Context: an optimization exercise on an open-source flow, tuned for small area, a short achievable clock period and few clock cycles. The choices shown serve that exercise and are no tape-out recipe. In this exercise RTL edits were held to simulation tests only and were not proved equivalent to the original.

==> flow/design.v <==
module megacode_core (
    input  wire        clk,
    input  wire        rst,         
    input  wire [31:0] cmd_data,
    input  wire        cmd_valid,
    output wire        cmd_ready,
    output reg  [63:0] rec_data,
    output reg         rec_valid,
    input  wire        rec_ready
);
    localparam IW = 20;                        
    localparam [IW-1:0] IDX_MAX = {IW{1'b1}};  
    localparam TW = 40;                        
    localparam signed [16:0] THRESH = 17'sd16384;
    localparam [23:0] RATE_DEFAULT = 24'd24000;
    localparam [3:0] S_IDLE   = 4'd0,
                     S_PX     = 4'd1,    
                     S_TG     = 4'd2,    
                     S_GROUP  = 4'd3,    
                     S_BD     = 4'd4,    
                     S_FAIL   = 4'd5,    
                     S_VAL    = 4'd6,    
                     S_GDONE  = 4'd7,    
                     S_EOS_PX = 4'd8,    
                     S_EOS_TG = 4'd9,    
                     S_DIAG   = 4'd10,   
                     S_DONE   = 4'd11,   
                     S_FAULT  = 4'd12;   
    localparam [1:0] CTX_RUN  = 2'd0,    
                     CTX_EOSP = 2'd1,    
                     CTX_EOST = 2'd2;    
    reg [23:0]   rate;
    reg [IW-1:0] idx;
    reg          above;
    reg          px_bv;           
    reg [IW-1:0] px_b;            
    reg          px_ev;           
    reg [IW-1:0] tg_cnt;
    reg [IW-1:0] tg_prev;
    reg [IW-1:0] tg_buf [0:23];
    reg [IW-1:0] edge_cnt, pulse_cnt, group_cnt, cand_cnt, value_cnt;
    reg [2:0]    fault;
    reg [3:0]    state;
    reg [1:0]    ctx;
    reg          ev_rise;         
    reg [IW-1:0] ev_t;            
    reg [IW-1:0] pl_p;            
    reg          add_pend;        
    reg [IW-1:0] cand_q;          
    reg [4:0]    bd_i;
    reg signed [TW-1:0] bd_sync;
    reg [23:0]   bd_bits;
    reg [2:0]    diag_id;
    reg [1:0]    f_cause;         
    reg [31:0]   f_info;
    wire is_reset   = (cmd_data == 32'h1000_0000);
    wire is_setrate = (cmd_data[31:24] == 8'h20) && (cmd_data[23:0] != 24'd0);
    wire is_sample  = (cmd_data[31:16] == 16'h3000);
    wire is_end     = (cmd_data == 32'h4000_0000);
    wire signed [16:0] sample = {cmd_data[15], cmd_data[15:0]};
    assign cmd_ready = (state == S_IDLE);
    wire cmd_fire = cmd_valid && cmd_ready;
    wire out_free = !rec_valid || rec_ready;
    wire signed [TW-1:0] rate_s = {{(TW-24){1'b0}}, rate};
    wire [IW-1:0]        px_d      = ev_t - px_b;
    wire signed [TW-1:0] px_d_tu   = 10000 * $signed({{(TW-IW){1'b0}}, px_d});
    wire                 px_in_tol = (px_d_tu <= 11 * rate_s);
    wire [IW-1:0]        tg_d      = pl_p - tg_prev;
    wire signed [TW-1:0] tg_d_tu   = 10000 * $signed({{(TW-IW){1'b0}}, tg_d});
    wire                 tg_break  = (tg_d_tu >= 108 * rate_s);
    wire [IW-1:0]        bd_t      = tg_buf[bd_i];
    wire signed [TW-1:0] bd_t_tu   = 10000 * $signed({{(TW-IW){1'b0}}, bd_t});
    wire signed [TW-1:0] bd_sync_c = (bd_i == 5'd0) ? (bd_t_tu - 30 * rate_s) : bd_sync;
    wire signed [TW-1:0] bd_off    = bd_t_tu - bd_sync_c;
    wire bd_win0 = (bd_off > -15 * rate_s) && (bd_off <= 15 * rate_s);
    wire bd_win1 = (bd_off >  15 * rate_s) && (bd_off <= 45 * rate_s);
    reg [23:0] va_value;
    integer k;
    always @(*) begin
        for (k = 0; k < 24; k = k + 1)
            va_value[23-k] = bd_bits[k];
    end
    function [63:0] rec_value(input [23:0] v);
        rec_value = {4'h1, 13'd0, v[22:19], v[18:3], v[2:0], v};
    endfunction
    function [63:0] rec_fail(input [4:0] pulse, input [IW-1:0] cand);
        rec_fail = {4'h2, 23'd0, pulse, {(32-IW){1'b0}}, cand};
    endfunction
    function [63:0] rec_group(input [IW-1:0] size);
        rec_group = {4'h3, 28'd0, {(32-IW){1'b0}}, size};
    endfunction
    function [63:0] rec_diag(input [2:0] id, input [IW-1:0] count);
        rec_diag = {4'h4, 1'b0, id, 24'd0, {(32-IW){1'b0}}, count};
    endfunction
    reg [IW-1:0] diag_count;
    always @(*) begin
        case (diag_id)
            3'd0:    diag_count = edge_cnt;
            3'd1:    diag_count = pulse_cnt;
            3'd2:    diag_count = group_cnt;
            3'd3:    diag_count = cand_cnt;
            default: diag_count = value_cnt;
        endcase
    end
    reg        emit;
    reg [63:0] emit_rec;
    always @(*) begin
        emit     = 1'b0;
        emit_rec = 64'd0;
        if (out_free) begin
            case (state)
                S_GROUP: begin emit = 1'b1; emit_rec = rec_group(tg_cnt); end
                S_FAIL:  begin emit = 1'b1; emit_rec = rec_fail(bd_i, cand_q); end
                S_VAL:   begin emit = 1'b1; emit_rec = rec_value(va_value); end
                S_DIAG:  begin emit = 1'b1; emit_rec = rec_diag(diag_id, diag_count); end
                S_DONE:  begin emit = 1'b1; emit_rec = {61'd0, fault}; emit_rec[63:60] = 4'h5; end
                S_FAULT: begin emit = 1'b1; emit_rec = {4'hF, 2'b00, f_cause, 24'd0, f_info}; end
                default: ;
            endcase
        end
    end
    always @(posedge clk) begin
        if (rst) begin
            rec_valid <= 1'b0;
        end else if (emit) begin
            rec_valid <= 1'b1;
            rec_data  <= emit_rec;
        end else if (rec_ready) begin
            rec_valid <= 1'b0;
        end
    end
    function [3:0] after_pulse(input [1:0] c);
        case (c)
            CTX_RUN:  after_pulse = S_IDLE;
            CTX_EOSP: after_pulse = S_EOS_TG;
            default:  after_pulse = S_DIAG;
        endcase
    endfunction
    always @(posedge clk) begin
        if (rst || (cmd_fire && is_reset)) begin
            rate      <= RATE_DEFAULT;
            idx       <= {IW{1'b0}};
            above     <= 1'b0;
            px_bv     <= 1'b0;
            px_b      <= {IW{1'b0}};
            px_ev     <= 1'b0;
            tg_cnt    <= {IW{1'b0}};
            tg_prev   <= {IW{1'b0}};
            edge_cnt  <= {IW{1'b0}};
            pulse_cnt <= {IW{1'b0}};
            group_cnt <= {IW{1'b0}};
            cand_cnt  <= {IW{1'b0}};
            value_cnt <= {IW{1'b0}};
            fault     <= 3'd0;
            state     <= S_IDLE;
            ctx       <= CTX_RUN;
            add_pend  <= 1'b0;
            diag_id   <= 3'd0;
        end else begin
            case (state)
            S_IDLE: if (cmd_fire) begin
                if (fault != 3'd0) begin
                    if (is_end) state <= S_DONE;
                end else if (is_setrate) begin
                    if (idx != {IW{1'b0}}) begin
                        fault[2] <= 1'b1; f_cause <= 2'd3; f_info <= cmd_data;
                        state <= S_FAULT;
                    end else begin
                        rate <= cmd_data[23:0];
                    end
                end else if (is_sample) begin
                    if (idx == IDX_MAX) begin
                        fault[1] <= 1'b1; f_cause <= 2'd2;
                        f_info <= {{(32-IW){1'b0}}, IDX_MAX};
                        state <= S_FAULT;
                    end else begin
                        if (!above && sample > THRESH) begin
                            above    <= 1'b1;
                            edge_cnt <= edge_cnt + 1'b1;
                            ev_rise  <= 1'b1;
                            ev_t     <= idx;
                            state    <= S_PX;
                        end else if (above && sample < THRESH) begin
                            above    <= 1'b0;
                            edge_cnt <= edge_cnt + 1'b1;
                            ev_rise  <= 1'b0;
                            ev_t     <= idx;
                            state    <= S_PX;
                        end
                        idx <= idx + 1'b1;
                    end
                end else if (is_end) begin
                    diag_id <= 3'd0;
                    state   <= S_EOS_PX;
                end else begin
                    fault[2] <= 1'b1; f_cause <= 2'd3; f_info <= cmd_data;
                    state <= S_FAULT;
                end
            end
            S_PX: begin
                state <= S_IDLE;
                if (ev_rise) begin
                    if (!px_bv) begin
                        px_bv <= 1'b1;
                        px_b  <= ev_t;
                    end else if (!px_in_tol) begin
                        if (!px_ev) begin
                            fault[0] <= 1'b1; f_cause <= 2'd1;
                            f_info <= {{(32-IW){1'b0}}, ev_t};
                            state <= S_FAULT;
                        end else begin
                            pl_p      <= px_b;
                            pulse_cnt <= pulse_cnt + 1'b1;
                            px_b      <= ev_t;
                            px_ev     <= 1'b0;
                            ctx       <= CTX_RUN;
                            state     <= S_TG;
                        end
                    end
                end else begin
                    if (px_bv && px_in_tol) begin
                        px_ev <= 1'b1;
                    end else if (px_bv) begin
                        px_bv <= 1'b0;
                        px_ev <= 1'b0;
                    end
                end
            end
            S_TG: begin
                if (tg_cnt != {IW{1'b0}} && tg_break) begin
                    add_pend <= 1'b1;
                    state    <= S_GROUP;
                end else begin
                    if (tg_cnt < 24) tg_buf[tg_cnt[4:0]] <= pl_p;
                    tg_cnt  <= tg_cnt + 1'b1;
                    tg_prev <= pl_p;
                    state   <= after_pulse(ctx);
                end
            end
            S_GROUP: if (emit) begin
                group_cnt <= group_cnt + 1'b1;
                if (tg_cnt == 24) begin
                    cand_q   <= cand_cnt;
                    cand_cnt <= cand_cnt + 1'b1;
                    bd_i     <= 5'd0;
                    state    <= S_BD;
                end else begin
                    state <= S_GDONE;
                end
            end
            S_BD: begin
                if (bd_win0) begin
                    bd_bits[bd_i] <= 1'b0;
                    bd_sync       <= bd_t_tu + 60 * rate_s;
                end else if (bd_win1) begin
                    bd_bits[bd_i] <= 1'b1;
                    bd_sync       <= bd_t_tu + 30 * rate_s;
                end
                if (!bd_win0 && !bd_win1)
                    state <= S_FAIL;
                else if (bd_i == 5'd23)
                    state <= S_VAL;
                else
                    bd_i <= bd_i + 1'b1;
            end
            S_FAIL: if (emit) state <= S_GDONE;
            S_VAL: if (emit) begin
                value_cnt <= value_cnt + 1'b1;
                state     <= S_GDONE;
            end
            S_GDONE: begin
                if (add_pend) begin
                    tg_buf[0] <= pl_p;
                    tg_cnt    <= {{(IW-1){1'b0}}, 1'b1};
                    tg_prev   <= pl_p;
                    add_pend  <= 1'b0;
                end else begin
                    tg_cnt <= {IW{1'b0}};
                end
                state <= after_pulse(ctx);
            end
            S_EOS_PX: begin
                if (px_bv && px_ev) begin
                    pl_p      <= px_b;
                    pulse_cnt <= pulse_cnt + 1'b1;
                    ctx       <= CTX_EOSP;
                    state     <= S_TG;
                end else begin
                    state <= S_EOS_TG;
                end
            end
            S_EOS_TG: begin
                if (tg_cnt != {IW{1'b0}}) begin
                    ctx      <= CTX_EOST;
                    add_pend <= 1'b0;
                    state    <= S_GROUP;
                end else begin
                    state <= S_DIAG;
                end
            end
            S_DIAG: if (emit) begin
                if (diag_id == 3'd4) state <= S_DONE;
                else diag_id <= diag_id + 1'b1;
            end
            S_DONE: if (emit) begin
                if (fault == 3'd0) begin
                    idx       <= {IW{1'b0}};
                    above     <= 1'b0;
                    px_bv     <= 1'b0;
                    px_ev     <= 1'b0;
                    tg_cnt    <= {IW{1'b0}};
                    tg_prev   <= {IW{1'b0}};
                    edge_cnt  <= {IW{1'b0}};
                    pulse_cnt <= {IW{1'b0}};
                    group_cnt <= {IW{1'b0}};
                    cand_cnt  <= {IW{1'b0}};
                    value_cnt <= {IW{1'b0}};
                end
                ctx   <= CTX_RUN;
                state <= S_IDLE;
            end
            S_FAULT: if (emit) state <= S_IDLE;
            default: state <= S_IDLE;
            endcase
        end
    end
endmodule
==> flow/run.sh <==
#!/bin/bash
# synth_recipe.tcl (not shown) runs the flow's synth.tcl, then flattens the netlist and writes it again
# the make line also repeats each setting of config.mk as NAME=value (left out here)
make -C /OpenROAD-flow-scripts/flow DESIGN_CONFIG=/design/flow/config.mk WORK_HOME=/design/flow/orfs CLKGATE_MAP_FILE= SYNTH_SCRIPT=/design/flow/synth_recipe.tcl finish
==> flow/config.mk <==
export PLATFORM = sky130hd
export DESIGN_NAME = megacode_core
export DESIGN_NICKNAME = megacode_core
export VERILOG_FILES = /design/flow/design.v
export SDC_FILE = /design/flow/constraint.sdc
export NUM_CORES = 4
export LEC_CHECK = 0
export CAP_MARGIN = 20
export CORE_MARGIN = 2
export CORE_UTILIZATION = 40
export PLACE_DENSITY = 0.6
export SLEW_MARGIN = 20
==> flow/constraint.sdc <==
create_clock -name core_clock -period 17.0 [get_ports {clk}]
set_input_delay 3.4000 -clock core_clock [delete_from_list [all_inputs] [get_ports {clk}]]
set_output_delay 3.4000 -clock core_clock [all_outputs]
set_load 0.01 [all_outputs]
==> run summary <==
die area=172000 um2; Slew headroom=19.98%; DRT iter0 DRCs=3750; routed wire length=185100 um; Placer Congestion=0.9051; max incr delay on CP=0.54 ns; Starting Density=40.32%; vias in the first global route=49230; DP Area=73290 um2; Final Non-Filler Cells=9096; Final period util=95.75%; Cell variety after synth=115; DR pass1 iterations=6; type of the worst min-delay path=reg -> reg; family with the most delay on the worst path=compound AO/OA/AOI/OAI gates; yosys warns=1; Post-DP HPWL=140800 um; CORE AREA=167400 um2; actual slew at the worst max-slew pin=1.191 ns; DRT antenna net count=0; CTS tree=yes; H-tree levels=3; clk slew on worst S/H paths=0.06 ns; CP most frequent cell=a21oi_2; Syn Inst Count=6431; max_cap viols=0; final worst setup slack=0.7217 ns; CP startpoint kind=flop; Max FO, Critical Path=7; CTS Buffer Depth=3; Async SR Flop Fraction=0%; FMAX=61.43 MHz; fin nets=7883; CTS sink cnt=918; detailed-route via count=49310; area grow syn2layout=14.83%; number of I/O pins=102; Post-Syn Area per Cell=10.50 um2; FILL cells=15470; placed cells=8881; register area share after synthesis=37.49%; initial antenna violation count=2; width of the die=414.8 um; worst slack, placed=-0.2692 ns; post-cts hold buffer count=0; fraction of layout cells with a size suffix above 1=12.55%; largest net degree at the start of global routing=83; worst-skew pair later-pin latency=0.73 ns; input/output buffers=91; post-route cell area=77500 um2; post-route clock skew=0.04167 ns; DRC=0; Buf/Inv on CP=8; row count=150; CTS Buf Count=97; Pins Over Slew Limit=0; RSZ-0062 raised after global routing=yes; critical path class=reg -> reg; Chip Height=414.8 um; data required time at the worst endpoint=17.43 ns; Cell Area, Synth=67490 um2; clock root cell=clkbuf_16; CP max-delay cell=mux4_2; global route overflow=0; Worst Setup End Kind=flop; WL/cell=20.34 um; status=no timing/DRC/antenna violations; Via density=5.421; Setup-failing EPs final=0; setup_tns=0 ns; Arr. time, crit path=16.71 ns; global-route wire length before repair=285700 um; flops & latches, synth=918; top_reg_cell synth=edfxtp_1; endpoints failing hold=0; Post-synth EDFFs=692; fin crit period=16.28 ns; GRT Total Usage=21.23%
-- sequential cells by signal (all words and copies together) (netlist names), 20 cells and up, named ones only --
| signal | cells |
|---|---|
| ev_t | 20 |
| px_b | 20 |
| rec_data | 54 |
| rate | 24 |
| bd_sync | 34 |
| cand_q | 20 |
| edge_cnt | 20 |
| pulse_cnt | 20 |
| value_cnt | 20 |
| pl_p | 20 |
| f_info | 32 |
| group_cnt | 20 |
| tg_prev | 20 |
| tg_cnt | 20 |
| idx | 20 |
| tg_buf | 480 |
| cand_cnt | 20 |
-- area by class of cell --
| cell class | count | area [um2] | share of cell area [%] |
|---|---|---|---|
| multi-input combinational | 4446 | 38930 | 50.23 |
| sequential | 918 | 25310 | 32.66 |
| timing repair buffer | 459 | 3955 | 5.103 |
| inverter | 890 | 3341 | 4.310 |
| tap | 2204 | 2758 | 3.558 |
| clock buffer | 125 | 2613 | 3.371 |
| clock inverter | 53 | 586.8 | 0.7571 |
| antenna | 1 | 2.502 | 0.003229 |
-- metal layers --
metal,wire [um],GRT usage [%],up-vias
li1,-,-,23470
met1,82620,29.42,24260
met2,87220,35.24,1317
met3,10030,2.386,256
met4,5182,5.679,0
met5,0,0,-
-- Yosys cell counts, drive strengths merged, types with 68 or more instances --
library cell    n  area [um2]
a21o          134        1006
a21oi         405        2042
a22oi          88       660.6
and2           68       425.4
clkbuf        145       544.3
dfxtp         226        4524
edfxtp        692       20780
fa            289        5786
ha            746        9334
inv           889        3337
mux2i          77       770.7
mux4          140        3153
nand2         375        1408
nand3         156       780.8
nand4          69       431.7
nor2          470        1764
nor3           70       350.3
o21ai         245        1230
xnor2         218        1924
xor2          176        1549
-- cells by family after synthesis --
family | count (synthesis) | share of synthesized area (%)
AND/OR/NAND/NOR | 1546 | 11.07
AO/OA/AOI/OAI | 1232 | 11.78
buffers and inverters | 1076 | 6.053
adder cells (fa/ha/maj) | 1039 | 22.46
flip-flops | 918 | 37.49
XOR/XNOR | 396 | 5.215
multiplexers | 223 | 5.914
other | 1 | 0.005556
-- cells in the final DEF, fill, tap and decap left out, types with 171 or more instances in the layout --
cell / instances
inv_1: 880
ha_1: 731
edfxtp_1: 692
nor2_1: 435
nand2_1: 374
a21oi_1: 369
buf_4: 343
fa_1: 288
o21ai_0: 223
dfxtp_1: 222
xnor2_1: 214
xor2_1: 171
-- worst min-delay path, stage by stage, from the launching register on --
cell and delay (ns):
dfxtp_1 0.31, nand2_1 0.05, a21oi_1 0.05
-- path summary, 6_finish.rpt --
kind,startpoint,cells past startpoint,to,slack [ns]
setup / recovery,flop,84,bd_sync[32],0.72
hold / removal,tg_prev[4],2,tg_prev[4],0.46
setup reg to reg,flop,84,bd_sync[32],0.72
hold reg to reg,tg_prev[4],2,tg_prev[4],0.46
-- metrics by stage --
step	util [%]	hold WS [ns]
after floorplan	-	0.4295
after global placement	43.74	0.4402
after detailed placement	43.78	0.4447
after CTS	45.73	0.4517
after global routing	46.29	0.4657
final	46.30	0.4555
-- timing repair --
action,CTS,global route
buffers inserted,3,26
resized for setup,12,130
pin swaps,8,64
endpoints found under the setup margin,7,16
gates cloned,0,2
Testbench counts, summed over its fixed seeds: cycles 1,090,283.

re-timing with driven ports:
The flow's constraints put no driver on any port. The routed layout listed below was extracted and timed again, unchanged, in two steps.
Step 1 (the two cells are an assumption about what drives the block):
set clk [get_ports {clk}]
set_driving_cell -lib_cell sky130_fd_sc_hd__clkbuf_16 $clk
set_driving_cell -lib_cell sky130_fd_sc_hd__buf_2 [delete_from_list [all_inputs] $clk]
Step 2 times the ports against the registers' clock, not the clock port: input delays grow and output delays shrink by t, the midpoint of the rising clock arrivals with the driver on.
Slacks: ideal ports / drivers / drivers and shift; pairs: ideal ports / drivers.
t, ns: 0.791
setup WS [ns]: 0.722 / 0.722 / 0.722
slew at the worst register clock pin (ns): 0.07 / 0.07
pins driven straight from the clock port: 1
After both steps this run still meets setup and hold. The setup slack of this run moves by 0.000 ns with the drivers and by 0.000 ns with both steps.
